This design comes from an exercise in tuning for small area, a short achievable clock period and few clock cycles on the open sky130 flow, not from production work. Where RTL was checked, it was by simulation tests only, not by an equivalence proof against the original. No functional check of the RTL was part of run 5. Power is estimated from default activity; no workload was simulated.

### config.mk
export PLATFORM = sky130hd
export DESIGN_NAME = puc
export DESIGN_NICKNAME = puc
export VERILOG_FILES = /design/flow/design.v
export SDC_FILE = /design/flow/constraint.sdc
export NUM_CORES = 4
export LEC_CHECK = 0
export ABC_CLOCK_PERIOD_IN_PS = 2700
export CAP_MARGIN = 20
export CORE_MARGIN = 2
export CORE_UTILIZATION = 40
export CTS_CLUSTER_DIAMETER = 100
export CTS_CLUSTER_SIZE = 28
export SETUP_SLACK_MARGIN = 5.0
export SLEW_MARGIN = 20
### constraint.sdc
create_clock -name core_clock -period 8.0 [get_ports {clk}]
set_input_delay 1.6000 -clock core_clock [delete_from_list [all_inputs] [get_ports {clk}]]
set_output_delay 1.6000 -clock core_clock [all_outputs]
set_load 0.01 [all_outputs]
### design.v
module puc (
    input  wire        clk,
    input  wire        rst,           
    input  wire        cmd_valid,
    input  wire [63:0] cmd_data,
    output wire        cmd_ready,
    output wire        rsp_valid,
    output wire [63:0] rsp_data,
    output wire [31:0] status,
    output wire [63:0] fault_info,
    output wire        bus_req,
    output wire        bus_we,
    output wire [31:0] bus_addr,
    output wire [31:0] bus_wdata,
    input  wire        bus_ack,
    input  wire [31:0] bus_rdata
);
    localparam [31:0] SETTLE        = 32'd150;
    localparam [31:0] MREQ          = 32'h00080018;
    localparam [21:0] A_GPPUD     = 22'h200094 >> 2;
    localparam [21:0] A_GPPUDCLK0 = 22'h200098 >> 2;
    localparam [21:0] A_DR        = 22'h201000 >> 2;
    localparam [21:0] A_FR        = 22'h201018 >> 2;
    localparam [21:0] A_IBRD      = 22'h201024 >> 2;
    localparam [21:0] A_FBRD      = 22'h201028 >> 2;
    localparam [21:0] A_LCRH      = 22'h20102C >> 2;
    localparam [21:0] A_CR        = 22'h201030 >> 2;
    localparam [21:0] A_IMSC      = 22'h201038 >> 2;
    localparam [21:0] A_ICR       = 22'h201044 >> 2;
    localparam [21:0] A_MREAD     = 22'h00B880 >> 2;
    localparam [21:0] A_MSTAT     = 22'h00B898 >> 2;
    localparam [21:0] A_MWRITE    = 22'h00B8A0 >> 2;
    localparam [3:0] OP_RESOLVE = 4'h1, OP_REGR = 4'h2, OP_REGW  = 4'h3,
                     OP_DELAY   = 4'h4, OP_MBOX = 4'h5, OP_INIT  = 4'h6,
                     OP_PUTB    = 4'h7, OP_GETB = 4'h8, OP_PUTS  = 4'h9,
                     OP_GETS    = 4'hA, OP_PANIC = 4'hB;
    localparam [3:0]
        S_IDLE = 4'd0,     
        S_TXFR = 4'd1,     
        S_TXWT = 4'd2,     
        S_TXDR = 4'd3,     
        S_RXFR = 4'd4,     
        S_RXDR = 4'd5,     
        S_REG  = 4'd6,     
        S_FIN  = 4'd7,     
        S_DLY  = 4'd8,     
        S_IW   = 4'd9,     
        S_MST1 = 4'd10,    
        S_MW   = 4'd11,    
        S_MST2 = 4'd12,    
        S_MRD  = 4'd13,    
        S_MCHK = 4'd14,    
        S_GW   = 4'd15;    
    localparam [2:0] C_PUTB = 3'd0, C_PUTS = 3'd1, C_GETB = 3'd2,
                     C_GETS = 3'd3, C_PANIC = 3'd4;
    function [7:0] bbyte;           
        input [1:0] s;
        case (s)
            2'd1:    bbyte = 8'h20;
            2'd2:    bbyte = 8'h3F;
            2'd3:    bbyte = 8'hFE;
            default: bbyte = 8'h00;
        endcase
    endfunction
    function [7:0] pchar;           
        input [3:0] i;
        case (i)
            4'd0:  pchar = 8'h54;
            4'd1:  pchar = 8'h68;
            4'd2:  pchar = 8'h72;
            4'd3:  pchar = 8'h65;
            4'd4:  pchar = 8'h61;
            4'd5:  pchar = 8'h64;
            4'd6:  pchar = 8'h20;
            4'd7:  pchar = 8'h70;
            4'd8:  pchar = 8'h61;
            4'd9:  pchar = 8'h6E;
            4'd10: pchar = 8'h69;
            4'd11: pchar = 8'h63;
            default: pchar = 8'h21;
        endcase
    endfunction
    function [21:0] iw_off;         
        input [3:0] i;
        case (i)
            4'd0:    iw_off = A_CR;
            4'd1:    iw_off = A_GPPUD;
            4'd2:    iw_off = A_GPPUDCLK0;
            4'd3:    iw_off = A_GPPUDCLK0;
            4'd4:    iw_off = A_ICR;
            4'd5:    iw_off = A_IBRD;
            4'd6:    iw_off = A_FBRD;
            4'd7:    iw_off = A_LCRH;
            4'd8:    iw_off = A_IMSC;
            default: iw_off = A_CR;
        endcase
    endfunction
    function [31:0] iw_val;         
        input [3:0] i;
        case (i)
            4'd2:    iw_val = 32'h0000C000;
            4'd4:    iw_val = 32'h000007FF;
            4'd5:    iw_val = 32'h00000001;
            4'd6:    iw_val = 32'h00000028;
            4'd7:    iw_val = 32'h00000070;
            4'd8:    iw_val = 32'h000007F2;
            4'd9:    iw_val = 32'h00000301;
            default: iw_val = 32'h00000000;
        endcase
    endfunction
    reg  [3:0]  st;
    reg  [2:0]  ctx;
    reg         busy, halted, drv_ready;
    reg  [2:0]  fcode;
    reg  [63:0] finfo;
    reg         cr;                
    reg  [1:0]  bsel;              
    reg         breq, bwe;
    reg  [29:0] baddr;             
    reg  [31:0] bwd;
    reg         rv;
    reg  [63:0] rd;
    reg  [31:0] cnt;               
    reg  [2:0]  pos;               
    reg         need;              
    reg         ldq;               
    reg         allld;             
    reg         lastw;             
    reg  [7:0]  rxb;               
    reg         rxnew;
    reg  [1:0]  ecls;              
    reg  [1:0]  ei;
    reg         eol;
    reg  [7:0]  len;
    reg  [3:0]  widx;
    reg  [3:0]  pidx;
    reg  [3:0]  istep;             
    reg         ge3, mbinit, dlyinit;
    reg  [3:0]  meq;
    reg  [1023:0] lb;
    reg  [15:0] lbrow;             
    reg  [7:0]  lbcol;
    reg         pdok;              
    reg  [7:0]  pnz;               
    reg         pnle8;             
    reg  [1:0]  plook;             
    reg         pge3;              
    reg  [7:0]  ptop;              
    reg         p_ill, p_pan, p_byte, p_regf;        
    reg         p_resolve, p_reg, p_regw, p_delay, p_mbox, p_init;
    reg         p_putb, p_getb, p_gets, p_puts, p_puts0;
    reg         p_fi_ovf;                            
    assign cmd_ready  = cr;
    assign rsp_valid  = rv;
    assign rsp_data   = rd;
    assign status     = {16'd0, 5'd0, fcode, 5'd0, halted, drv_ready, busy};
    assign fault_info = finfo;
    assign bus_req    = breq;
    assign bus_we     = bwe;
    assign bus_addr   = {baddr, 2'b00};
    assign bus_wdata  = bwd;
    wire       take = cr & cmd_valid;
    wire       bz   = (bsel == 2'd0);
    wire [7:0] bb   = bbyte(bsel);
    wire       adv  = bz | bus_ack;               
    wire [31:0] rdv = bz ? 32'd0 : bus_rdata;
    wire [31:0] cnt_dec = cnt - 32'd1;
    wire cnt_le1 = (cnt[31:1] == 31'd0);
    wire cnt_is1 = cnt_le1 & cnt[0];
    wire cnt_le9 = (cnt[31:4] == 28'd0) && (cnt[3:0] <= 4'd9);
    reg pad_bad_w;
    always @* begin
        case (cnt[2:0])
            3'd1:    pad_bad_w = |pnz[7:1];
            3'd2:    pad_bad_w = |pnz[7:2];
            3'd3:    pad_bad_w = |pnz[7:3];
            3'd4:    pad_bad_w = |pnz[7:4];
            3'd5:    pad_bad_w = |pnz[7:5];
            3'd6:    pad_bad_w = |pnz[7:6];
            3'd7:    pad_bad_w = pnz[7];
            default: pad_bad_w = 1'b0;
        endcase
    end
    wire [7:0] putc = cmd_data[{pos, 3'b000} +: 8];
    wire [7:0] echo_b = (ei == 2'd0) ? ((ecls == 2'd1) ? 8'h0D : rxb) :
                        (ecls == 2'd1) ? 8'h0A :
                        (ei == 2'd1) ? 8'h20 : 8'h08;
    wire [63:0] lbword = lb[{widx, 6'd0} +: 64];
    wire        wfull  = ({1'b0, widx, 3'b111} < len);
    reg  [63:0] gword;
    integer j;
    always @* begin
        for (j = 0; j < 8; j = j + 1)
            gword[8*j +: 8] = (wfull || (j < len[2:0])) ? lbword[8*j +: 8] : 8'h00;
    end
    wire [3:0] c_opc = cmd_data[63:60];
    wire       c_zA  = (cmd_data[59:32] == 28'd0);
    wire       c_zBh = (cmd_data[31:8] == 24'd0);
    wire       c_zB  = c_zBh & (cmd_data[7:0] == 8'd0);
    reg        c_legal;
    always @* begin
        case (c_opc)
            OP_RESOLVE: c_legal = c_zA;
            OP_REGR:    c_legal = c_zB;
            OP_REGW:    c_legal = 1'b1;
            OP_DELAY:   c_legal = c_zA;
            OP_MBOX:    c_legal = c_zA & c_zB;
            OP_INIT:    c_legal = c_zA;
            OP_PUTB:    c_legal = c_zA & c_zBh;
            OP_GETB:    c_legal = c_zA & c_zB;
            OP_PUTS:    c_legal = c_zB;
            OP_GETS:    c_legal = c_zA & c_zB;
            OP_PANIC:   c_legal = c_zA & c_zB;
            default:    c_legal = 1'b0;
        endcase
    end
    wire c_mis = (cmd_data[33:32] != 2'd0);
    wire c_ovf = (bsel == 2'd3) && (cmd_data[59:57] != 3'd0);
    wire f_bi  = p_byte & ~drv_ready & ~bz;
    wire f_reg = p_regf & ~bz;
    wire fault = p_ill | p_pan | f_bi | f_reg;
    reg  [3:0]  st_n;
    reg  [2:0]  ctx_n;
    reg         busy_n, halted_n, drv_n;
    reg  [2:0]  fcode_n;
    reg  [63:0] finfo_n;
    reg  [1:0]  bsel_n;
    reg         breq_n, bwe_n;
    reg  [24:0] bah_n;             
    reg  [3:0]  bam_n;             
    reg         bal_n;             
    reg  [23:0] bwh_n;             
    reg  [7:0]  bwl_n;             
    reg         rv_n;
    reg  [63:0] rd_n;
    reg  [31:0] cnt_n;
    reg  [2:0]  pos_n;
    reg         need_n, ldq_n, allld_n, lastw_n;
    reg  [7:0]  rxb_n;
    reg         rxnew_n;
    reg  [1:0]  ecls_n, ei_n;
    reg         eol_n;
    reg  [7:0]  len_n;
    reg  [3:0]  widx_n, pidx_n, istep_n;
    reg         ge3_n, mbinit_n, dlyinit_n;
    reg  [3:0]  meq_n;
    reg         pay_n;
    reg         busy_l, halted_l, drv_l, fcode_l, finfo_l, breq_l, bwe_l;
    reg         bah_l, bam_l, bwh_l, bwl_l;
    reg         in_tx, chk, ld_plain, ld_chk, ld, tx_ok;
    always @* begin
        st_n = st; ctx_n = ctx; busy_n = busy; halted_n = halted; drv_n = drv_ready;
        fcode_n = 3'd0; finfo_n = 64'd0; bsel_n = bsel;
        breq_n = 1'b0; bwe_n = 1'b0;
        bah_n = 25'd0; bam_n = 4'd0; bal_n = 1'b0; bwh_n = 24'd0; bwl_n = 8'd0;
        rv_n = 1'b0; rd_n = 64'd0;
        cnt_n = cnt; pos_n = pos; need_n = need; ldq_n = 1'b0; allld_n = allld; lastw_n = lastw;
        rxb_n = rxb; rxnew_n = 1'b0; ecls_n = ecls; ei_n = ei; eol_n = eol; len_n = len;
        widx_n = widx; pidx_n = pidx; istep_n = istep;
        ge3_n = ge3; mbinit_n = mbinit; dlyinit_n = dlyinit; meq_n = meq;
        pay_n = 1'b0;
        busy_l = 1'b0; halted_l = 1'b0; drv_l = 1'b0; fcode_l = 1'b0; finfo_l = 1'b0;
        breq_l = 1'b0; bwe_l = 1'b0; bah_l = 1'b0; bam_l = 1'b0; bwh_l = 1'b0; bwl_l = 1'b0;
        in_tx    = (st == S_TXFR) | (st == S_TXWT);
        chk      = lastw & (pos == 3'd0);
        ld_plain = need & (ctx == C_PUTS) & in_tx & ~chk & cmd_valid & ~cr;
        ld_chk   = need & (ctx == C_PUTS) & in_tx & chk & pdok & ~cr;
        ld       = ld_plain | ld_chk;
        tx_ok    = ~need | (ctx != C_PUTS) | ld;
        if (ldq)
            cnt_n = cnt_dec;
        if (rxnew) begin
            case (ecls)
                2'd1: eol_n = 1'b1;
                2'd2: if (len != 8'd0) len_n = len - 8'd1;
                default: begin
                    len_n = len + 8'd1;
                    if (len == 8'd127)
                        eol_n = 1'b1;
                end
            endcase
        end
        case (st)
            S_IDLE: begin
                cnt_n   = p_puts ? {4'd0, cmd_data[59:32]} : cmd_data[31:0];
                pos_n   = 3'd0;
                allld_n = 1'b0;
                lastw_n = pnle8;
                ge3_n   = pge3;
                istep_n = 4'd0;
                mbinit_n  = 1'b0;
                dlyinit_n = 1'b0;
                pidx_n  = 4'd0;
                len_n   = 8'd0;
                eol_n   = 1'b0;
                need_n  = p_puts & ~fault;
                bwe_l = 1'b1; bwe_n = (p_init | p_regw) & ~fault;
                if (fault)
                    ctx_n = C_PANIC;
                else if (p_puts)
                    ctx_n = C_PUTS;
                else if (p_getb)
                    ctx_n = C_GETB;
                else if (p_gets)
                    ctx_n = C_GETS;
                else
                    ctx_n = C_PUTB;
                bah_l = 1'b1; bam_l = 1'b1;
                if (p_reg & ~fault)
                    {bah_n, bam_n, bal_n} = {ptop, cmd_data[55:34]};
                else if (p_init & ~fault)
                    {bah_n, bam_n, bal_n} = {bbyte(plook), A_CR};
                else if (p_mbox & ~fault)
                    {bah_n, bam_n, bal_n} = {bb, A_MSTAT};
                else
                    {bah_n, bam_n, bal_n} = {bb, A_FR};
                bwh_l = 1'b1; bwl_l = 1'b1;
                if (fault)
                    {bwh_n, bwl_n} = {24'd0, 8'h54};
                else if (p_init)
                    {bwh_n, bwl_n} = 32'd0;
                else if (p_mbox)
                    {bwh_n, bwl_n} = MREQ;
                else if (p_putb)
                    {bwh_n, bwl_n} = {24'd0, cmd_data[7:0]};
                else
                    {bwh_n, bwl_n} = cmd_data[31:0];
                if (take) begin
                    busy_l = 1'b1; busy_n = 1'b1;
                    if (fault) begin
                        fcode_l = 1'b1; finfo_l = 1'b1;
                        if (p_ill | f_bi) begin
                            fcode_n = p_ill ? 3'd1 : 3'd5;
                            finfo_n = cmd_data;
                        end else if (p_pan) begin
                            fcode_n = 3'd6;
                            finfo_n = 64'd0;
                        end else if (p_fi_ovf) begin
                            fcode_n = 3'd2;
                            finfo_n = {36'd0, cmd_data[59:32]};
                        end else begin
                            fcode_n = 3'd3;
                            finfo_n = {32'd0, ptop, cmd_data[55:32]};
                        end
                        st_n = S_TXFR;
                        breq_l = 1'b1; breq_n = ~bz;
                    end else if (p_resolve) begin
                        bsel_n = plook;
                        st_n   = S_FIN;
                    end else if (p_reg) begin
                        if (bz) begin
                            rv_n = ~p_regw;
                            st_n = S_FIN;
                        end else begin
                            st_n = S_REG;
                            breq_l = 1'b1; breq_n = 1'b1;
                        end
                    end else if (p_delay) begin
                        st_n = S_DLY;
                    end else if (p_mbox) begin
                        st_n = S_MST1;
                        breq_l = 1'b1; breq_n = ~bz;
                    end else if (p_init) begin
                        bsel_n = plook;
                        st_n   = S_IW;
                        breq_l = 1'b1; breq_n = 1'b1;
                    end else if (p_getb | p_gets) begin
                        st_n = S_RXFR;
                        breq_l = 1'b1; breq_n = ~bz;
                    end else if (p_puts0) begin
                        st_n = S_FIN;
                    end else begin  
                        st_n = S_TXFR;
                        breq_l = 1'b1; breq_n = ~bz;
                    end
                end
            end
            S_FIN: begin
                busy_l = 1'b1; busy_n = 1'b0;
                st_n   = S_IDLE;
            end
            S_TXFR, S_TXWT: begin
                if (need) begin
                    case (ctx)
                        C_PUTS:  ;
                        C_PANIC: begin
                            need_n = 1'b0;
                            bwl_l = 1'b1; bwl_n = pchar(pidx);
                        end
                        default: begin  
                            need_n = 1'b0;
                            bwl_l = 1'b1; bwl_n = echo_b;
                        end
                    endcase
                end
                if (st == S_TXFR) begin
                    if (adv & ~rdv[5]) begin
                        if (tx_ok) begin
                            st_n = S_TXDR;
                            bwe_l = 1'b1; bwe_n = 1'b1;
                            bam_l = 1'b1; bam_n = A_DR[4:1];
                        end else begin
                            st_n = S_TXWT;
                            breq_l = 1'b1; breq_n = 1'b0;
                        end
                    end
                end else if (tx_ok) begin
                    st_n = S_TXDR;
                    breq_l = 1'b1; breq_n = ~bz;
                    bwe_l = 1'b1; bwe_n = 1'b1;
                    bam_l = 1'b1; bam_n = A_DR[4:1];
                end
            end
            S_TXDR: begin
                rd_n = {56'd0, len};
                if (adv) begin
                    case (ctx)
                        C_PUTS: begin
                            if (allld) begin
                                busy_l = 1'b1; busy_n = 1'b0;
                                st_n = S_IDLE;
                                breq_l = 1'b1; breq_n = 1'b0;
                            end else begin
                                need_n = 1'b1;
                                st_n = S_TXFR;
                                bwe_l = 1'b1; bwe_n = 1'b0;
                                bam_l = 1'b1; bam_n = A_FR[4:1];
                            end
                        end
                        C_GETS: begin
                            if (ecls != 2'd0 && ei != ecls) begin
                                ei_n   = ei + 2'd1;
                                need_n = 1'b1;
                                st_n   = S_TXFR;
                                bwe_l = 1'b1; bwe_n = 1'b0;
                                bam_l = 1'b1; bam_n = A_FR[4:1];
                            end else if (eol) begin
                                rv_n   = 1'b1;
                                widx_n = 4'd0;
                                st_n   = (len == 8'd0) ? S_FIN : S_GW;
                                breq_l = 1'b1; breq_n = 1'b0;
                            end else begin
                                st_n = S_RXFR;
                                bwe_l = 1'b1; bwe_n = 1'b0;
                                bam_l = 1'b1; bam_n = A_FR[4:1];
                            end
                        end
                        C_PANIC: begin
                            if (pidx == 4'd12) begin
                                busy_l = 1'b1; busy_n = 1'b0;
                                halted_l = 1'b1; halted_n = 1'b1;
                                st_n = S_IDLE;
                                breq_l = 1'b1; breq_n = 1'b0;
                            end else begin
                                pidx_n = pidx + 4'd1;
                                need_n = 1'b1;
                                st_n   = S_TXFR;
                                bwe_l = 1'b1; bwe_n = 1'b0;
                                bam_l = 1'b1; bam_n = A_FR[4:1];
                            end
                        end
                        default: begin  
                            busy_l = 1'b1; busy_n = 1'b0;
                            st_n = S_IDLE;
                            breq_l = 1'b1; breq_n = 1'b0;
                        end
                    endcase
                end
            end
            S_RXFR: begin
                if (adv & ~rdv[4]) begin
                    st_n = S_RXDR;
                    bam_l = 1'b1; bam_n = A_DR[4:1];
                end
            end
            S_RXDR: begin
                rxb_n  = rdv[7:0];
                ecls_n = (rdv[7:0] == 8'h0A || rdv[7:0] == 8'h0D) ? 2'd1 :
                         (rdv[7:0] == 8'h08) ? 2'd2 : 2'd0;
                rd_n   = {56'd0, rdv[7:0]};
                if (adv) begin
                    if (ctx == C_GETB) begin
                        rv_n = 1'b1;
                        st_n = S_FIN;
                        breq_l = 1'b1; breq_n = 1'b0;
                    end else begin
                        rxnew_n = 1'b1;
                        need_n  = 1'b1;
                        ei_n    = 2'd0;
                        st_n    = S_TXFR;
                        bam_l = 1'b1; bam_n = A_FR[4:1];
                    end
                end
            end
            S_GW: begin
                rv_n   = 1'b1;
                rd_n   = gword;
                widx_n = widx + 4'd1;
                if ({1'b0, widx, 3'b000} + 8'd8 >= len)
                    st_n = S_FIN;
            end
            S_REG: begin
                rd_n = {32'd0, rdv};
                if (adv) begin
                    breq_l = 1'b1; breq_n = 1'b0;
                    if (~bwe) begin
                        rv_n = 1'b1;
                        st_n = S_FIN;
                    end else begin
                        busy_l = 1'b1; busy_n = 1'b0;
                        st_n = S_IDLE;
                    end
                end
            end
            S_DLY: begin
                if (dlyinit) begin
                    bah_l = 1'b1; bam_l = 1'b1; bwh_l = 1'b1; bwl_l = 1'b1; bwe_l = 1'b1;
                    if (istep == 4'd5 && ge3 && !mbinit) begin
                        {bah_n, bam_n, bal_n} = {bb, A_MSTAT};
                        {bwh_n, bwl_n} = MREQ;
                        bwe_n = 1'b0;
                    end else begin
                        {bah_n, bam_n, bal_n} = {bb, iw_off(istep)};
                        {bwh_n, bwl_n} = iw_val(istep);
                        bwe_n = 1'b1;
                    end
                end
                if (cnt_le1) begin
                    if (dlyinit) begin
                        breq_l = 1'b1; breq_n = 1'b1;
                        if (istep == 4'd5 && ge3 && !mbinit) begin
                            mbinit_n = 1'b1;
                            st_n = S_MST1;
                        end else begin
                            st_n = S_IW;
                        end
                    end else begin
                        busy_l = 1'b1; busy_n = 1'b0;
                        st_n = S_IDLE;
                    end
                end else begin
                    cnt_n = cnt_dec;
                end
            end
            S_IW: begin
                cnt_n     = (istep == 4'd1 || istep == 4'd2) ? SETTLE : 32'd0;
                dlyinit_n = 1'b1;
                if (adv) begin
                    istep_n = istep + 4'd1;
                    breq_l = 1'b1; breq_n = 1'b0;
                    if (istep == 4'd9) begin
                        drv_l = 1'b1; drv_n = 1'b1;
                        busy_l = 1'b1; busy_n = 1'b0;
                        st_n = S_IDLE;
                    end else begin
                        st_n = S_DLY;
                    end
                end
            end
            S_MST1: begin
                if (adv & ~rdv[31]) begin
                    st_n = S_MW;
                    bwe_l = 1'b1; bwe_n = 1'b1;
                    bam_l = 1'b1; bam_n = A_MWRITE[4:1];
                end
            end
            S_MW: begin
                if (adv) begin
                    st_n = S_MST2;
                    bwe_l = 1'b1; bwe_n = 1'b0;
                    bam_l = 1'b1; bam_n = A_MSTAT[4:1];
                end
            end
            S_MST2: begin
                if (adv & ~rdv[30]) begin
                    st_n = S_MRD;
                    bam_l = 1'b1; bam_n = A_MREAD[4:1];
                end
            end
            S_MRD: begin
                meq_n = {rdv[31:24] == MREQ[31:24], rdv[23:16] == MREQ[23:16],
                         rdv[15:8]  == MREQ[15:8],  rdv[7:0]   == MREQ[7:0]};
                cnt_n = 32'd0;
                if (adv) begin
                    st_n = S_MCHK;
                    breq_l = 1'b1; breq_n = 1'b0;
                end
            end
            S_MCHK: begin
                if (&meq) begin
                    if (mbinit) begin
                        st_n = S_DLY;
                    end else begin
                        busy_l = 1'b1; busy_n = 1'b0;
                        st_n = S_IDLE;
                    end
                end else begin
                    st_n = S_MST2;
                    breq_l = 1'b1; breq_n = ~bz;
                    bam_l = 1'b1; bam_n = A_MSTAT[4:1];
                end
            end
            default: st_n = S_IDLE;
        endcase
        if (ld) begin
            need_n = 1'b0;
            if (ld_chk & pad_bad_w) begin
                fcode_l = 1'b1; fcode_n = 3'd1;
                finfo_l = 1'b1; finfo_n = cmd_data;
                ctx_n   = C_PANIC;
                pidx_n  = 4'd0;
                bwl_l = 1'b1; bwl_n = 8'h54;
            end else begin
                bwl_l = 1'b1; bwl_n = putc;
                pos_n = pos + 3'd1;
                ldq_n = 1'b1;
                if (cnt_is1)
                    allld_n = 1'b1;
                if (cnt_is1 | (pos == 3'd7))
                    pay_n = 1'b1;
                if (pos == 3'd7)
                    lastw_n = cnt_le9;
            end
        end
    end
    genvar gi;
    generate
        for (gi = 0; gi < 128; gi = gi + 1) begin : g_lb
            always @(posedge clk)
                if (lbrow[gi / 8] & lbcol[gi % 8])
                    lb[8*gi +: 8] <= rxb;
        end
    endgenerate
    always @(posedge clk) begin
        pdok  <= ~rst & cmd_valid & ~cr;
        pnz   <= {|cmd_data[63:56], |cmd_data[55:48], |cmd_data[47:40], |cmd_data[39:32],
                  |cmd_data[31:24], |cmd_data[23:16], |cmd_data[15:8],  |cmd_data[7:0]};
        pnle8 <= (cmd_data[59:36] == 24'd0) && (cmd_data[35:32] <= 4'd8);
        plook <= (cmd_data[31:0] == 32'd2 || cmd_data[31:0] == 32'd3) ? 2'd2 :
                 (cmd_data[31:0] == 32'd4) ? 2'd3 : 2'd1;
        pge3  <= (cmd_data[31:0] >= 32'd3);
        case (bsel)
            2'd2:    ptop <= 8'h3F + {4'd0, cmd_data[59:56]};
            2'd3:    ptop <= 8'hFE + {4'd0, cmd_data[59:56]};
            default: ptop <= 8'h20 + {4'd0, cmd_data[59:56]};
        endcase
        p_ill     <= ~c_legal;
        p_pan     <= (c_opc == OP_PANIC);
        p_byte    <= (c_opc == OP_PUTB) | (c_opc == OP_GETB) | (c_opc == OP_PUTS) | (c_opc == OP_GETS);
        p_regf    <= ((c_opc == OP_REGR) | (c_opc == OP_REGW)) & (c_ovf | c_mis);
        p_fi_ovf  <= c_ovf;
        p_resolve <= (c_opc == OP_RESOLVE);
        p_reg     <= (c_opc == OP_REGR) | (c_opc == OP_REGW);
        p_regw    <= (c_opc == OP_REGW);
        p_delay   <= (c_opc == OP_DELAY);
        p_mbox    <= (c_opc == OP_MBOX);
        p_init    <= (c_opc == OP_INIT);
        p_putb    <= (c_opc == OP_PUTB);
        p_getb    <= (c_opc == OP_GETB);
        p_gets    <= (c_opc == OP_GETS);
        p_puts    <= (c_opc == OP_PUTS);
        p_puts0   <= (c_opc == OP_PUTS) & c_zA;
        lbrow <= (st == S_RXDR) ? (16'd1 << len[6:3]) : 16'd0;
        lbcol <= 8'd1 << len[2:0];
        if (rst) begin
            st        <= S_IDLE;
            busy      <= 1'b0;
            halted    <= 1'b0;
            drv_ready <= 1'b0;
            fcode     <= 3'd0;
            finfo     <= 64'd0;
            cr        <= 1'b0;
            bsel      <= 2'd0;
            breq      <= 1'b0;
            bwe       <= 1'b0;
            baddr     <= 30'd0;
            bwd       <= 32'd0;
            rv        <= 1'b0;
            len       <= 8'd0;
            need      <= 1'b0;
            ldq       <= 1'b0;
            rxnew     <= 1'b0;
        end else begin
            st        <= st_n;
            busy      <= (busy & ~busy_l) | (busy_n & busy_l);
            halted    <= (halted & ~halted_l) | (halted_n & halted_l);
            drv_ready <= (drv_ready & ~drv_l) | (drv_n & drv_l);
            fcode     <= (fcode & ~{3{fcode_l}}) | (fcode_n & {3{fcode_l}});
            finfo     <= (finfo & ~{64{finfo_l}}) | (finfo_n & {64{finfo_l}});
            cr        <= (~busy_n & ~halted_n & cmd_valid & ~take) | pay_n;
            bsel      <= bsel_n;
            breq      <= (breq & ~breq_l) | (breq_n & breq_l);
            bwe       <= (bwe & ~bwe_l) | (bwe_n & bwe_l);
            baddr[29:5] <= (baddr[29:5] & ~{25{bah_l}}) | (bah_n & {25{bah_l}});
            baddr[0]    <= (baddr[0] & ~bah_l) | (bal_n & bah_l);
            baddr[4:1]  <= (baddr[4:1] & ~{4{bam_l}}) | (bam_n & {4{bam_l}});
            bwd[31:8] <= (bwd[31:8] & ~{24{bwh_l}}) | (bwh_n & {24{bwh_l}});
            bwd[7:0]  <= (bwd[7:0] & ~{8{bwl_l}}) | (bwl_n & {8{bwl_l}});
            rv        <= rv_n;
            len       <= len_n;
            need      <= need_n;
            ldq       <= ldq_n;
            rxnew     <= rxnew_n;
        end
        rd     <= rd_n;
        ctx    <= ctx_n;
        cnt    <= cnt_n;
        pos    <= pos_n;
        allld  <= allld_n;
        lastw  <= lastw_n;
        rxb    <= rxb_n;
        ecls   <= ecls_n;
        ei     <= ei_n;
        eol    <= eol_n;
        widx   <= widx_n;
        pidx   <= pidx_n;
        istep  <= istep_n;
        ge3    <= ge3_n;
        mbinit <= mbinit_n;
        dlyinit <= dlyinit_n;
        meq    <= meq_n;
    end
endmodule
### run.sh
#!/bin/bash
# synth_recipe.tcl (not shown) runs the flow's synth.tcl, then flattens the netlist and writes it again
# the make line also repeats each setting of config.mk as NAME=value (left out here)
make -C /OpenROAD-flow-scripts/flow DESIGN_CONFIG=/design/flow/config.mk WORK_HOME=/design/flow/orfs CLKGATE_MAP_FILE= SYNTH_SCRIPT=/design/flow/synth_recipe.tcl finish
==> results of run 1 <==
## timing repair
item                       4_1_cts  5_1_grt
pin swaps                        7        7
cloned                           3        2
setup endpoints to repair      447      168
setup buffers                   10        9
gates resized for setup        474       67
## worst register-to-register path, stage by stage (launching register included)
cell,delay (ps)
dfxtp_1,310
buf_4,230
or4_2,700
buf_4,370
nor2_1,260
buf_4,320
o21ai_0,170
a22oi_1,340
a211oi_1,90
## stage by stage
step                setup slack, ps  hold WS, ps  util [%]  power, uW
finish                         5000          426      45.4      13900
global route                   4970          435      45.4      14400
CTS                            5000          427      45.2      13900
detailed placement             4000          410      43.8      10200
global placement               4050          389      43.8      10200
floorplan                      4970          386         -       9480
## layout by cell type, fill, tap and decap left out, drive strengths merged, types with 23 or more instances in the layout
cell type,synthesis,final
clkdlybuf4s15,0,80
nand2b,24,24
nor4,35,35
nand2,159,159
mux2i,47,47
inv,114,119
a31oi,23,23
dfxtp,335,335
nor2b,41,41
and2,153,153
clkdlybuf4s50,0,85
buf,108,95
mux4,336,336
a22oi,81,81
a211oi,39,39
dlygate4sd2,0,102
conb,1,28
nor2,193,194
ha,41,41
and3,23,23
a21oi,91,91
clkbuf,130,101
a22o,36,36
nor3,56,56
edfxtp,1052,1052
o21ai,139,140
nand3,51,51
## cells by family (layout without fill, tap and decap cells)
family | Yosys count | in the layout | synth area share, %
fa+ha+maj | 42 | 42 | 0.934
buf+inv | 354 | 602 | 2.71
mux | 395 | 395 | 14.3
xor+xnor | 20 | 20 | 0.307
compound gates | 583 | 585 | 7.00
simple gates | 831 | 832 | 7.65
flops | 1387 | 1387 | 67.1
other cells | 1 | 33 | 0.00657
## per-layer routing
metal / track usage, % / routed length (microns)
met1: 30.1 / 67000
met5: 0 / 71
met4: 6.27 / 5090
met3: 3.44 / 12700
met2: 36.1 / 79200
## power breakdown
group	switching [uW]	internal (uW)	total [uW]
Sequential	284	7950	8230
Combinational	1290	685	1970
Clock	2270	1430	3700
## final cells by class
type                    instances  share of cell area [%]
flip-flops and latches       1387                    59.7
multi-input cells            1902                    27.5
repair buffers                378                    5.60
well taps                    1890                    3.68
clock buffers                  97                    2.48
inverters                     116                   0.679
clock inverters                11                   0.290
diodes                          5                  0.0194
## worst min path at each step
stage          startpoint  endpoint  slack, ps  cells past startpoint
2_1_floorplan        pge3       ge3        390                      0
3_3_place_gp         pge3       ge3        390                      0
3_5_place_dp         pge3       ge3        410                      0
4_1_cts              pge3       ge3        430                      0
5_1_grt              pge3       ge3        440                      0
6_report             pge3       ge3        430                      0
## cell usage after synthesis (44+ instances only)
cell type,number,area (sq um)
a21oi_1,91,455
o21ai_0,135,676
buf_2,44,220
inv_1,113,424
a22oi_1,81,608
mux2i_1,47,470
and2_1,152,951
nand3_1,50,250
dfxtp_1,335,6710
nor2_1,192,721
clkbuf_1,130,488
nand2_1,159,597
mux4_2,336,7570
nor3_1,53,265
edfxtp_1,1052,31600
==> summary.txt, run 1 <==
- WP data arrival: 3600 ps
- Clk Latency, worst-skew pair: between 700 and 800 ps
- Mean Syn Cell Area: between 15 and 20 sq um
- PwrDens: about 220 nW/um^2
- Die W: between 300 and 400 microns
- Slew Viols, Final: 0
- First-pass GRT wire length: about 240 mm
- Highest cell delay on the worst timing path: slightly above 700 ps
- Cell Area, Placed: 62000 sq um
- Distinct cell type count after synthesis: 97
- Max cap viols: 0
- DR iter-0 viols: 4016
- Layout Cell Area excl Fill: 64300 sq um
- Leakage power total: ~0.021 uW
- Clk sinks: between 1000 and 1500
- Top FF cell, synth: edfxtp_1
- Vias in the first global route: approximately 33000
- CP startpoint kind: input port
- Post-CTS Hold Buffers: 0
- Slowest cell on crit path: clkdlybuf4s50_1
- CP Depth: 6
- Crit end category: flop
- Req. time, crit path: around 8600 ps
- Final period utilization: a little under two fifths
- Final min period: ~3000 ps
- I/O pin count: ~330
- RSZ-0062 raised after global routing: yes
- Sum Neg Setup Slack: 0 ps
- Number of routed nets with antenna violations: 0
- DR pass1 iterations: 6
- # nets final: ~4000
- Delay-heaviest family, CP: compound AO/OA/AOI/OAI gates
- Sequential-to-total area share from yosys stat: 67.1%
- Drt drc: 0
- CTS HTree Levels: 2
- Gpl congestion: around 0.93
- Slew HR: around a quarter
- Layout fillers: 12400
- Worst setup path startpoint: bus_rdata[30]
- Core Box Area: 142000 sq um
- CTS tree: done
- Layout cells sized above 1: 17.8%
- Worst VDD drop: approximately 0.19 mV
- Area Overhead vs Synth: 12.7%
- R2r worst-path depth: 8
- Peak Freq: 333 MHz
- Routed wire length: approximately 160 mm
- Gr usage total: 21.9%
- RR Startpoint: st[0]
- Largest net degree at the start of global routing: 97
- Hold violation count in the final report: 0
- # rows: around 140
- Die height: ~380 microns
- Cells after DPL: 5648
- CTS max path bufs: 3
- Yosys reg bits: 1387
- Final setup fails: 0
- Footprint of the multi-input gates: between 15000 and 20000 sq um
- DR vias: about 34000
- Initial antenna violation count: 17
- Reg area: approximately 38000 sq um
- IO buf count: between 200 and 300
- Flop2flop setup slack: a little over 5000 ps
- Status: complete, no violations
- Post-synth EDFFs: between 1000 and 1500
- Initial Utilization: ~40%
- CP max FO: 4
- CP Cell Sequence: clkdlybuf4s50_1 > mux2i_1 > a21oi_1 > o31ai_1 > nor4_2 > a22o_1
- Clk_skew: roughly 53 ps
- Final Non-Filler Cells: slightly below 6000
- WP buf/inv: 1
- Vias per inst: around 5.8
- WS Path Type: input port to flop
- Num CTS Buffers: 58
- Post-synthesis cell count: about 3600
- Root Driver: clkbuf_16
- Average wire per standard cell: around 28 microns
- Synth warnings: 1
- Clk pin slew, worst setup/hold paths: 120 ps
- Die area: between 100000 and 150000 sq um
- Congestion Overflow GR: 0
- HPWL after detailed placement: 104 mm
- Mapped Area: 57100 sq um
- Worst Max-Slew Pin Slew: between 1000 and 1500 ps
- Post-synth ARST share: 0%
- Classification of the worst-slack hold path: flop to flop
Testbench counts, summed over its fixed seeds: cycles 163,192.
==> run 2: changes to the inputs <==
==> flow/run.sh (new file) <==
#!/bin/bash
set -euo pipefail
export SETUP_SLACK_MARGIN=5.5
bash standard.sh > standard_sh.log 2>&1
==> standard.sh (new file) <==
#!/bin/bash
# synth_recipe.tcl (not shown) runs the flow's synth.tcl, then flattens the netlist and writes it again
# the make line also repeats each setting of config.mk as NAME=value (left out here)
make -C /OpenROAD-flow-scripts/flow DESIGN_CONFIG=/design/flow/config.mk WORK_HOME=/design/flow/orfs CLKGATE_MAP_FILE= SYNTH_SCRIPT=/design/flow/synth_recipe.tcl "${@:-finish}"
--- a/config.mk
+++ b/config.mk
@@ -8,8 +8,7 @@
 export ABC_CLOCK_PERIOD_IN_PS = 2700
 export CAP_MARGIN = 20
 export CORE_MARGIN = 2
-export CORE_UTILIZATION = 40
+export CORE_UTILIZATION = 60
 export CTS_CLUSTER_DIAMETER = 100
 export CTS_CLUSTER_SIZE = 28
-export SETUP_SLACK_MARGIN = 5.0
 export SLEW_MARGIN = 20
removed: run.sh
==> run 2 against run 1 <==
Largest power group unchanged. Cell count down 7.1%. Final area rose by 5.0%. Via count up 8.3%. Still clean. Largest cell class unchanged. Combinational power up 43%.
==> summary.txt, run 2 <==
- DR pass1 iterations: 6
- Finished Core Util: a little under three quarters
- HPWL after detailed placement: slightly above 100 mm
- CTS tree: done
- Post-synth EDFFs: roughly 1100
- CP startpoint kind: flop
- Slew HR: about a quarter
- CTS max path bufs: 3
- Commonest non-fill, non-tap cells in the layout: edfxtp_1, mux4_2, buf_6
- Most frequent cell after synthesis: edfxtp_1
- Post-synth ARST share: 0%
- Layout cells sized above 1: between 30% and 40%
- Delay-heaviest family, CP: flip-flops
- CP max FO: 2
- Drt drc: 0
- Clk Latency, worst-skew pair: 760 ps
- # rows: 113
- CP Cell Sequence: buf_6
- Yosys reg bits: ~1400
- Mux share of post-synthesis cell area: between 10% and 20%
- Post-synthesis cell count: ~3600
- Hold Crit Depth: 0
- Max cap viols: 0
- First-pass GRT wire length: approximately 240 mm
- Top cells by area, synth: edfxtp_1, mux4_2, dfxtp_1
- WP data arrival: about 1200 ps
- Vias in the first global route: about 35000
- Worst VDD drop: between 0.2 and 0.25 mV
- Peak Freq: roughly 350 MHz
- Req. time, crit path: ~6400 ps
- Crit end category: output pin
- Average wire per standard cell: around 32 microns
- Highest cell delay on the worst timing path: just over 400 ps
- Initial antenna violation count: 10
- RR Startpoint: pnz[6]
- Synth warnings: 1
- Post-CTS Hold Buffers: 0
- Distinct cell type count after synthesis: 97
- Initial Utilization: between 60% and 70%
- Clk pin slew, worst setup/hold paths: around 110 ps
- DR iter-0 viols: roughly 5300
- RSZ-0062 raised after global routing: yes
- Commonest cells in the synthesized netlist: edfxtp_1, mux4_2, dfxtp_1, nor2_1, nand2_1
- Largest net degree at the start of global routing: 98
- Main combinational cell family by area after synthesis: multiplexers
- Synthesized-area fraction occupied by adder cells: 0.934%
- Worst-case hold path end point: ge3
- Layout fillers: roughly 6000
- Gpl congestion: around 0.94
- Root Driver: clkbuf_16
- Routed wire length: around 170 mm
- PwrDens: 218 nW/um^2
- Worst Max-Slew Pin Slew: between 1000 and 1500 ps
- WS Path Type: flop to output pin
- Final period utilization: a little over a third
- HP Start: pge3
- Top FF cell, synth: edfxtp_1
- Core Box Area: roughly 95000 sq um
- R2r worst-path depth: 8
- Layout Cell Area excl Fill: 67600 sq um
- Mean Syn Cell Area: 15.8 sq um
- Area Overhead vs Synth: 18.3%
- Final min period: around 2800 ps
- Post-Synth Simple-Gate Area: under 10%
- Congestion Overflow GR: 0
- Die W: around 310 microns
- Synth top area share: 55.3%
- DR vias: roughly 37000
- Die area: 97600 sq um
- Number of routed nets with antenna violations: 0
- Synth area leader: edfxtp_1
- Flop2flop setup slack: around 5400 ps
- Sum Neg Setup Slack: 0 ps
- Commonest non-fill, non-tap cell in the layout: edfxtp_1
- Vias per inst: 6.81
- Status: complete, no violations
- CTS HTree Levels: 2
- Clk_skew: 64.7 ps
- Clk sinks: ~1400
- Final setup fails: 0
- Slowest cell on crit path: dfxtp_4
- Cell Area, Placed: between 60000 and 70000 sq um
- Final hold slack: 425 ps
- Cells after DPL: about 5000
- Sequential-to-total area share from yosys stat: around 67%
- Hold violation count in the final report: 0
- CP Depth: 1
- Slew Viols, Final: 0
- IO buf count: 299
- I/O pin count: between 300 and 400
- Synth Area in XOR/XNOR: less than 1%
- WP buf/inv: 1
- Num CTS Buffers: between 50 and 60
- Gr usage total: between 30% and 40%
- Final Non-Filler Cells: approximately 5400
- # nets final: around 4200
- Die height: about 310 microns
- Classification of the worst-slack hold path: flop to flop
- Leakage power total: roughly 0.022 uW
- Mapped Area: around 57000 sq um
- Post-synthesis compound-gate area fraction: approximately 7%
-- run 2: cell counts after synthesis --
No cell type changed its count.
-- run 2: logic make-up after synthesis --
group	count (synthesis)
and+or+nand+nor	831
DFF	1387
xor gates and xnor gates	20
AOI/OAI and AO/OA	583
muxes	395
buffers and inverters	354
other	1
adders and majority gates	42
-- run 2: power by group --
| group | internal, uW | switching (uW) |
|---|---|---|
| Clock | 1390 | 2230 |
| Sequential | 7970 | 309 |
| Combinational | 1150 | 1660 |
-- run 2: worst max-delay path by stage --
| stage | from | endpoint |
|---|---|---|
| 2_1_floorplan | bus_ack | flop |
| 3_5_place_dp | st[1] | flop |
| 5_1_grt | flop | bus_addr[12] |
| 3_3_place_gp | st[1] | flop |
| 6_report | flop | bus_wdata[7] |
| 4_1_cts | flop | status[1] |
-- run 2: final cells by class --
cell class,instances,area (sq um),area share (%)
flip-flops and latches,1387,38600,57.2
multi-input cells,1908,18900,27.9
repair buffers,582,6300,9.32
well taps,1265,1580,2.34
clock buffers,94,1570,2.32
inverters,116,469,0.694
clock inverters,11,139,0.206
diodes,13,32.5,0.0481
repair inverters,1,8.76,0.0130
-- run 2: what timing repair did --
item,in CTS,in global routing
buffers inserted,109,88
gates cloned,28,15
resized for setup,1487,260
endpoints found under the setup margin,501,425
pin swaps,44,89
endpoints found under the hold margin,0,0
-- run 2: layer usage --
| metal | global-route usage (%) | share of wire [%] | wire length [microns] | vias up |
|---|---|---|---|---|
| met5 | 0 | 0.020 | 34 | - |
| met4 | 11.9 | 4.1 | 7070 | 4 |
| met3 | 6.34 | 10 | 17800 | 434 |
| met2 | 54.3 | 47 | 82200 | 2344 |
| met1 | 49.0 | 38 | 66100 | 18800 |
| li1 | - | - | - | 15100 |
-- run 2: stage by stage --
step	worst slack [ps]	total power, uW
after floorplan	5000	9530
after global placement	3900	10300
after detailed placement	3810	10300
after CTS	5140	14300
after global routing	5120	15100
final	5160	14700
==> run 3: changes to the inputs <==
==> flow/run.sh (replaced) <==
#!/bin/bash
set -euo pipefail
export SETUP_SLACK_MARGIN=5.3
bash standard.sh > standard_sh.log 2>&1
==> run 3 against run 2 <==
Still clean. Clock power hardly changed. Wire length fell by 5.6%. Die area did not move. Final area down 3.5%. Critical path type unchanged. Largest power group unchanged.
==> summary.txt, run 3 <==
- Commonest cells in the synthesized netlist: edfxtp_1, mux4_2, dfxtp_1, nor2_1, nand2_1
- Congestion Overflow GR: 0
- Clk pin slew, worst setup/hold paths: between 100 and 150 ps
- Top FF cell, synth: edfxtp_1
- CTS max path bufs: 3
- Average wire per standard cell: 31.2 microns
- Core Box Area: around 95000 sq um
- CP Cell Sequence: buf_6
- Footprint of the multi-input gates: 18100 sq um
- Mapped Area: approximately 57000 sq um
- Post-synth EDFFs: between 1000 and 1500
- CP max FO: 1
- Top cells by area, synth: edfxtp_1, mux4_2, dfxtp_1
- Most frequent cell after synthesis: edfxtp_1
- Die W: 312 microns
- Distinct cell type count after synthesis: 97
- Vias in the first global route: 34800
- I/O pin count: 328
- Commonest non-fill, non-tap cells in the layout: edfxtp_1, mux4_2, buf_6
- Worst Max-Slew Pin Slew: 1110 ps
- # nets final: slightly above 4000
- Leakage power total: between 0.02 and 0.025 uW
- Classification of the worst-slack hold path: flop to flop
- Clk_skew: approximately 25 ps
- Initial antenna violation count: 16
- RSZ-0062 raised after global routing: yes
- Delay-heaviest family, CP: flip-flops
- PwrDens: between 200 and 250 nW/um^2
- Routed wire length: 164 mm
- Root Driver: clkbuf_16
- Synth area leader: edfxtp_1
- Synth top area share: 55.3%
- First-pass GRT wire length: 238 mm
- Peak Freq: between 300 and 400 MHz
- Status: complete, no violations
- Yosys reg bits: between 1000 and 1500
- Crit end category: output pin
- Sum Neg Setup Slack: 0 ps
- Clk sinks: approximately 1400
- Worst VDD drop: approximately 0.27 mV
- Synth warnings: 1
- Initial Utilization: between 60% and 70%
- Sequential-to-total area share from yosys stat: roughly 67%
- Clk Latency, worst-skew pair: around 720 ps
- Post-CTS Hold Buffers: 0
- Final setup fails: 0
- Highest cell delay on the worst timing path: ~420 ps
- Gr usage total: 33.3%
- Post-synthesis cell count: between 3000 and 4000
- Area Overhead vs Synth: 14.2%
- Pwr Total: 14100 uW
- Die area: a little under 100000 sq um
- Gpl congestion: 0.964
- Commonest non-fill, non-tap cell in the layout: edfxtp_1
- Number of routed nets with antenna violations: 0
- Reg area: 38600 sq um
- Req. time, crit path: 6400 ps
- Slew Viols, Final: 0
- DR iter-0 viols: roughly 4700
- Final period utilization: a little over a third
- Num CTS Buffers: between 50 and 60
- Final min period: 2860 ps
- WP buf/inv: 1
- DR vias: 35200
- CTS tree: done
- Slowest cell on crit path: dfxtp_4
- Slew HR: roughly a quarter
- CTS HTree Levels: 2
- WS Path Type: flop to output pin
- Largest net degree at the start of global routing: 97
- Vias per inst: approximately 6.7
- Mean Syn Cell Area: 15.8 sq um
- WP data arrival: 1260 ps
- Layout cells sized above 1: between 20% and 30%
- CP startpoint kind: flop
- # rows: between 100 and 150
- IO buf count: between 200 and 300
- Hold violation count in the final report: 0
- HPWL after detailed placement: 104 mm
- Max cap viols: 0
- Layout fillers: between 6000 and 7000
- DR pass1 iterations: 6
- Die height: 312 microns
- Post-synth ARST share: 0%
- Drt drc: 0
run 3: cell counts after synthesis:
No cell type changed its count.
run 3: final timing paths:
path / startpoint / endpoint / slack [ps] / depth (start not counted)
worst min-delay path: flop / flop / 470 / 2
worst max register to register: pnz[7] / flop / 5350 / 7
worst min register to register: flop / flop / 470 / 2
worst max-delay path: rd[0] / rsp_data[0] / 5140 / 1
run 3: layout make-up:
| cell class | instances | share of cell area (%) |
|---|---|---|
| Clock inverter | 8 | 0.186 |
| Antenna cell | 5 | 0.0192 |
| Tap cell | 1265 | 2.43 |
| Sequential cell | 1387 | 59.2 |
| Inverter | 116 | 0.693 |
| Clock buffer | 98 | 2.47 |
| Timing Repair Buffer | 457 | 7.28 |
| Multi-Input combinational cell | 1905 | 27.7 |
run 3: where the power goes:
part / leakage [uW] / total [uW] / internal [uW] / switching, uW
clock network: 0.000823 / 3620 / 1420 / 2200
registers: 0.0124 / 8250 / 7960 / 285
logic: 0.00824 / 2240 / 838 / 1410
run 3: cells by family after synthesis:
logic type      Yosys count  synth area share, %
other cells               1              0.00657
xor+xnor                 20                0.307
flops                  1387                 67.1
buf+inv                 354                 2.71
simple gates            831                 7.65
fa+ha+maj                42                0.934
compound gates          583                 7.00
mux                     395                 14.3
run 3: through the flow:
stage                     instances  area [sq um]  setup WS [ps]  hold WS, ps  util [%]
final                          5241         65200           5140          474      68.9
after global routing           5239         65200           5100          460      68.9
after CTS                      5211         64600           5120          460      68.3
after detailed placement       5019         61300           3760          440      64.8
after global placement         5017         61300           3880          446      64.8
after floorplan                3640         57400           5000          386         -
run 3: repair_timing:
action | in CTS | in global routing
pin swaps | 18 | 8
setup endpoints to repair | 475 | 362
cloned | 13 | 1
buffers inserted | 73 | 22
resized for setup | 1345 | 110
run 3: layer usage:
layer	track usage, %	part of all wire (%)
met5	0	0.039
met3	6.38	10
met4	12.6	4.1
met1	48.1	39
met2	51.0	46
==> run 4: changes to the inputs <==
--- a/config.mk
+++ b/config.mk
@@ -8,7 +8,7 @@
 export ABC_CLOCK_PERIOD_IN_PS = 2700
 export CAP_MARGIN = 20
 export CORE_MARGIN = 2
-export CORE_UTILIZATION = 60
+export CORE_UTILIZATION = 40
 export CTS_CLUSTER_DIAMETER = 100
 export CTS_CLUSTER_SIZE = 28
 export SLEW_MARGIN = 20
==> run 4 against run 3 <==
Sequential power barely moved. Register-to-register slack barely moved. Clock power rose by 5.5%. Critical path type unchanged. Critical endpoint is now rsp_data[6]. Highest routed layer unchanged.
==> summary.txt, run 4 <==
- Status: complete, no violations
- Worst setup path startpoint: rd[6]
- Final period utilization: a little over a third
- Die height: ~380 microns
- Max cap viols: 0
- Top cells by area, synth: edfxtp_1, mux4_2, dfxtp_1
- Initial antenna violation count: 10
- Top FF cell, synth: edfxtp_1
- Core Box Area: ~140000 sq um
- Clk_skew: roughly 79 ps
- Slowest cell on crit path: dfxtp_4
- Gate power share: between 10% and 20%
- Final setup fails: 0
- Synth top area share: between 50% and 60%
- RSZ-0062 raised after global routing: yes
- Leakage power total: approximately 0.022 uW
- IO buf count: between 200 and 300
- WS Path Type: flop to output pin
- Gpl congestion: 0.923
- Most frequent cell after synthesis: edfxtp_1
- Area Overhead vs Synth: 15.8%
- CTS max path bufs: 3
- WP buf/inv: 1
- Clk pwr share: 26.6%
- Commonest non-fill, non-tap cell in the layout: edfxtp_1
- Post-CTS Hold Buffers: 0
- CP Cell Sequence: buf_6
- Gr usage total: between 20% and 30%
- Root Driver: clkbuf_16
- Final Non-Filler Cells: between 5000 and 6000
- Psw: around 4000 uW
- Sw frac: 28.0%
- Main combinational cell family by area after synthesis: multiplexers
- Clk sinks: approximately 1400
- WP data arrival: approximately 1300 ps
- Clk Latency, worst-skew pair: 770 ps
- Part of the power in registers: 57.5%
- Power Internal: 10300 uW
- Synth warnings: 1
- Hold violation count in the final report: 0
- Reg2reg end: cr
- Slew HR: between 20% and 30%
- Vias in the first global route: ~33000
- Final min period: ~2900 ps
- Clk pin slew, worst setup/hold paths: 120 ps
- Req. time, crit path: approximately 6400 ps
- Mapped Area: roughly 57000 sq um
- RR Startpoint: st[1]
- Layout cells sized above 1: between 20% and 30%
- Die W: around 380 microns
- Routed wire length: approximately 170 mm
- Largest net degree at the start of global routing: 101
- Vias per inst: roughly 6
- R2r worst-path depth: 7
- Sum Neg Setup Slack: 0 ps
- CP Depth: 1
- # rows: ~140
- Delay-heaviest family, CP: flip-flops
- Post-synth EDFFs: about 1100
- Sequential-to-total area share from yosys stat: 67.1%
- Num CTS Buffers: 59
- Post-synthesis cell count: around 3600
- Worst Max-Slew Pin Slew: ~1100 ps
- DR pass1 iterations: 6
- Classification of the worst-slack hold path: flop to flop
- Slew Viols, Final: 0
- Distinct cell type count after synthesis: 97
- PwrDens: 217 nW/um^2
- CP max FO: 1
- Cells after DPL: 5644
- Average wire per standard cell: between 20 and 30 microns
- Commonest cells in the synthesized netlist: edfxtp_1, mux4_2, dfxtp_1, nor2_1, nand2_1
- DR iter-0 viols: around 3800
- Mean Syn Cell Area: between 15 and 20 sq um
- Initial Utilization: 40.3%
- Synth area leader: edfxtp_1
- Post-Synth Simple-Gate Area: 7.65%
- Peak Freq: approximately 350 MHz
- Yosys reg bits: 1387
- Synthesized-area fraction occupied by adder cells: less than 1%
- Post-synth ARST share: 0%
- CTS HTree Levels: 2
- Post-synthesis compound-gate area fraction: around 7.0%
- HPWL after detailed placement: between 100 and 150 mm
- Final hold slack: 454 ps
- Congestion Overflow GR: 0
- # nets final: roughly 4100
- Worst VDD drop: 0.206 mV
- Highest cell delay on the worst timing path: around 420 ps
- Mux share of post-synthesis cell area: 14.3%
- Pwr Total: 14400 uW
- Drt drc: 0
- Commonest non-fill, non-tap cells in the layout: edfxtp_1, mux4_2, nor2_1
- Number of routed nets with antenna violations: 0
- First-pass GRT wire length: 240 mm
- Synth Area in XOR/XNOR: 0.307%
- Crit end category: output pin
- Flop2flop setup slack: 5340 ps
- Crit path to: rsp_data[6]
- Die area: 146000 sq um
- DR vias: between 30000 and 40000
- Layout fillers: around 12000
- CP startpoint kind: flop
- HP Start: pge3
- I/O pin count: about 330
- CTS tree: done
-- run 4: changes by cell type in the layout (fill, tap and decap cells not counted), sizes merged, moves of 2 or more --
cell           previous run  this run
buf                     354       349
clkdlybuf4s15             1         3
clkinv                    5         7
diode                     5         7
o22a                      4         2
-- run 4: timing repair --
| item | in CTS | in global routing |
|---|---|---|
| cloned | 9 | 5 |
| hold endpoints to repair | 0 | 0 |
| endpoints found under the setup margin | 514 | 359 |
| pin swaps | 15 | 9 |
| buffers inserted | 60 | 33 |
| gates resized for setup | 1327 | 101 |
-- run 4: per-layer routing --
| metal | vias to the layer above | part of all wire, % | track usage [%] |
|---|---|---|---|
| met3 | 286 | 8.7 | 3.93 |
| met1 | 17800 | 40 | 30.7 |
| met4 | 6 | 3.0 | 5.83 |
| met2 | 1644 | 48 | 36.5 |
| met5 | - | 0.022 | 0 |
| li1 | 14800 | - | - |
-- run 4: stage by stage --
step,cell area (sq um),setup WS (ps),utilization (%)
after floorplan,57400,5000,-
after global placement,62100,3970,43.9
after detailed placement,62100,4030,43.9
after CTS,65300,5080,46.1
after global routing,66100,5070,46.7
final,66100,5110,46.7
-- run 4: layout make-up --
class	count	area (sq um)	share of cell area, %
inverters	116	442	0.668
clock buffers	98	1630	2.47
diodes	7	17.5	0.0265
clock inverters	12	251	0.380
multi-input cells	1904	18000	27.2
well taps	1890	2360	3.58
repair buffers	458	4790	7.24
flip-flops and latches	1387	38600	58.4
-- run 4: how the worst min path moves through the flow --
stage / endpoint / slack [ps] / depth (start not counted)
after detailed placement: ge3 / 400 / 0
final: ge3 / 450 / 0
after CTS: ge3 / 450 / 0
after floorplan: ge3 / 390 / 0
after global routing: ge3 / 460 / 0
after global placement: flop / 440 / 2
-- run 4: worst register-to-register path, delay by kind of cell (launching register included) --
kind,cells,cell delay (ps)
flip-flops,1,370
AND/OR/NAND/NOR,2,950
buffers and inverters,2,620
AO/OA/AOI/OAI,3,610
-- run 4: logic make-up after synthesis --
family,after synthesis
flip-flops,1387
AND/OR/NAND/NOR,831
AO/OA/AOI/OAI,583
multiplexers,395
buffers and inverters,354
adder cells (fa/ha/maj),42
XOR/XNOR,20
other,1
-- run 4: power groups by stage --
stage          Combinational, uW  Sequential (uW)  Clock (uW)
2_1_floorplan               1180             8330           0
3_3_place_gp                1910             8370           0
3_5_place_dp                1920             8370           0
4_1_cts                     2150             8240        3900
5_1_grt                     2430             8270        4130
6_report                    2290             8250        3820
==> run 5: changes to the inputs <==
--- a/design.v
+++ b/design.v
@@ -185,7 +185,16 @@
     wire [7:0] echo_b = (ei == 2'd0) ? ((ecls == 2'd1) ? 8'h0D : rxb) :
                         (ecls == 2'd1) ? 8'h0A :
                         (ei == 2'd1) ? 8'h20 : 8'h08;
-    wire [63:0] lbword = lb[{widx, 6'd0} +: 64];
+    wire [15:0] wsel = 16'd1 << widx;
+    reg  [63:0] lbword;
+    integer k, w;
+    always @* begin
+        for (k = 0; k < 64; k = k + 1) begin
+            lbword[k] = 1'b0;
+            for (w = 0; w < 16; w = w + 1)
+                lbword[k] = lbword[k] | (lb[64*w + k] & wsel[w]);
+        end
+    end
     wire        wfull  = ({1'b0, widx, 3'b111} < len);
     reg  [63:0] gword;
     integer j;
==> run 5 against run 4 <==
Still clean. Synthesized cell count rose by 12%. Core utilization rose by 1.9 points. Combinational power fell by 8.7%. Die area fell by 2.9%. Cell count rose by 7.0%. Critical endpoint is now cnt[16]. Highest routed layer unchanged.
==> summary.txt, run 5 <==
- Sequential-to-total area share from yosys stat: between 60 and 70%
- CTS max path bufs: 3
- RSZ-0062 raised after global routing: yes
- Average wire per standard cell: around 33 microns
- Layout cells sized above 1: 25.3%
- Clk pin slew, worst setup/hold paths: ~100 ps
- Most frequent cell after synthesis: edfxtp_1
- Core Box Area: 137000 sq um
- Die W: about 380 microns
- CP max FO: 7
- Slew Viols, Final: 0
- Clk Latency, worst-skew pair: between 700 and 800 ps
- Num CTS Buffers: between 50 and 60
- Highest cell delay on the worst timing path: 570 ps
- Classification of the worst-slack hold path: flop to flop
- I/O pin count: 328
- HPWL after detailed placement: 122 mm
- Drt drc: 0
- Top FF cell, synth: edfxtp_1
- Commonest non-fill, non-tap cell in the layout: edfxtp_1
- Status: complete, no violations
- Gpl congestion: 0.954
- Req. time, crit path: between 8000 and 9000 ps
- Distinct cell type count after synthesis: between 90 and 100
- Post-synth ARST share: 0%
- Post-synthesis cell count: just over 4000
- DR iter-0 viols: approximately 5700
- Reg2reg end: cnt[16]
- Synth warnings: 1
- CTS tree: done
- CTS HTree Levels: 2
- Final setup fails: 0
- WP data arrival: 3580 ps
- Synth top area share: 57.0%
- Worst-case hold path end point: ge3
- Commonest non-fill, non-tap cells in the layout: edfxtp_1, nand2_1, nor2_1, buf_6, a22oi_1
- Clk_skew: between 60 and 70 ps
- Final min period: about 2900 ps
- R2r worst-path depth: 8
- Slowest cell on crit path: or4b_4
- Yosys reg bits: roughly 1400
- Mapped Area: between 50000 and 60000 sq um
- DR vias: ~40000
- Largest net degree at the start of global routing: just under 100
- Initial Utilization: 40.3%
- HP Start: pge3
- Die area: between 100000 and 150000 sq um
- Clk sinks: between 1000 and 1500
- Worst Max-Slew Pin Slew: ~1100 ps
- IO buf count: between 200 and 300
- Mean Syn Cell Area: ~14 sq um
- Most Frequent Cell on Critical Path: or4_4
- RR Startpoint: cnt[19]
- Vias per inst: 6.31
- Area Overhead vs Synth: 20.6%
- Worst VDD drop: 0.184 mV
- # rows: 136
- Commonest cells in the synthesized netlist: edfxtp_1, dfxtp_1, nand2_1, nor2_1, clkbuf_1
- Vias in the first global route: 37100
- Hold violation count in the final report: 0
- Crit end category: flop
- Number of routed nets with antenna violations: 0
- Final period utilization: a little under two fifths
- Max cap viols: 0
- Peak Freq: ~340 MHz
- Sum Neg Setup Slack: 0 ps
- CP startpoint kind: flop
- Layout fillers: roughly 12000
- Top cells by area, synth: edfxtp_1, dfxtp_1, a22oi_1
- Post-synth EDFFs: 1052
- Finished Core Util: about half
- Slew HR: around a quarter
- DR pass1 iterations: 6
- Root Driver: clkbuf_16
- Routed wire length: about 200 mm
- Gr usage total: 27.6%
- # nets final: ~4600
- Initial antenna violation count: 12
- Synth area leader: edfxtp_1
- Flop2flop setup slack: roughly 5100 ps
- Die height: approximately 380 microns
- Hold Crit Depth: 0
- PwrDens: around 210 nW/um^2
- Leakage power total: ~0.023 uW
- WS Path Type: flop to flop
- CP Cell Sequence: or4_4 > or4b_4 > or4_4 > a21boi_4 > buf_12 > buf_16 > o21ai_1 > a211o_1
- Congestion Overflow GR: 0
- First-pass GRT wire length: between 200 and 300 mm
## run 5: cell count changes in the layout (fill, tap and decap cells not counted), sizes merged, moves of 25 or more
cell and delta:
inv -47, a221oi +79, o22ai +27, nand2 +81, buf +127, mux2 +56
mux4 -320, a22oi +120, nor2 +44, a21oi +44, a22o +82, mux2i +35
a222oi +69, nor3 +25
## run 5: logic make-up after synthesis
kind of cell,after synthesis,share of synthesized area (%)
muxes,166,3.51
xor gates and xnor gates,15,0.237
DFF,1387,69.1
and+or+nand+nor,1001,9.13
other,1,0.00677
AOI/OAI and AO/OA,1067,14.2
buffers and inverters,352,2.64
adders and majority gates,49,1.12
## run 5: worst max-delay path by stage
stage / startpoint / endpoint / slack, ps / cells after the start
floorplan: cmd_data[38] / p_ill / 4560 / 5
global placement: cmd_valid / flop / 3700 / 6
detailed placement: cmd_data[36] / p_ill / 3740 / 7
CTS: rd[0] / rsp_data[0] / 5080 / 1
global route: cnt[19] / cnt[21] / 5000 / 9
finish: cnt[19] / cnt[16] / 5060 / 8
## run 5: critical path: cells and delay by family (launching register included)
family / cells / cell delay (ps)
AO/OA/AOI/OAI: 3 / 590
buffers and inverters: 2 / 260
flip-flops: 1 / 330
AND/OR/NAND/NOR: 3 / 1650
## run 5: metal layers
metal	global-route usage (%)	wire (microns)
met5	0	12
met4	10.5	8460
met3	4.88	21900
met2	42.7	92800
met1	38.8	81500
## run 5: cell type report
cell class                 count  area, sq um  share of cell area [%]
timing repair buffer         578         6330                    9.47
inverter                      74          318                   0.475
tap                         1794         2240                    3.36
multi-input combinational   2337        17500                    26.2
antenna                        9         22.5                  0.0337
sequential                  1387        38600                    57.8
clock buffer                  94         1610                    2.41
clock inverter                11          185                   0.277
## run 5: where the power goes
part | switching (uW) | total (uW) | internal, uW
Sequential | 264 | 8140 | 7880
Combinational | 1250 | 2090 | 843
Clock | 2340 | 3770 | 1440
Total | 3850 | 14000 | 10200
## run 5: per-stage QoR
step / std cells / power (uW) / cell area (sq um) / worst slack [ps] / hold slack [ps]
final: 6284 / 14000 / 66800 / 5060 / 413
after global routing: 6278 / 14400 / 66800 / 5000 / 433
after CTS: 6203 / 13800 / 65300 / 5080 / 416
after detailed placement: 5957 / 9920 / 60800 / 3740 / 391
after global placement: 5954 / 9890 / 60700 / 3700 / 392
after floorplan: 4065 / 9250 / 56100 / 4560 / 386
## run 5: timing repair
| item | 4_1_cts | 5_1_grt |
|---|---|---|
| buffers inserted | 118 | 63 |
| endpoints found under the setup margin | 485 | 409 |
| cloned | 23 | 8 |
| hold buffers | 0 | 0 |
| resized for setup | 1542 | 202 |
| hold endpoints to repair | 0 | 0 |
| pin swaps | 60 | 58 |

[static timing again, ports no longer ideal]
Ports are ideal in the flow. The routed layouts listed here were re-timed in OpenROAD. Step 1 sets driving cells, clkbuf_16 on the clock port and buf_2 on the other inputs (assumed; they add their load-dependent delay and slew). Step 2 also shifts input and output timing later by t, the mid clock arrival at the registers, as if the neighbouring blocks saw the same clock. a / b / c = ideal / step 1 / step 2; a / b = the first two.
| run | t, ns | setup WS [ns] | hold WS [ns] |
|---|---|---|---|
| run 1 | 0.788 | 5.001 / 4.951 / 4.202 | 0.426 / 0.426 / 0.426 |
| run 2 | 0.802 | 5.162 / 5.086 / 4.629 | 0.425 / 0.425 / 0.425 |
| run 3 | 0.783 | 5.138 / 5.064 / 4.465 | 0.474 / 0.474 / 0.474 |
| run 4 | 0.802 | 5.108 / 5.029 / 4.449 | 0.454 / 0.454 / 0.454 |
| run 5 | 0.795 | 5.059 / 5.042 / 4.421 | 0.413 / 0.413 / 0.413 |
After both steps every run listed still meets setup and hold. For run 1, which loses most, drivers alone change the setup slack by -0.050 ns; drivers and shift together by -0.799 ns.
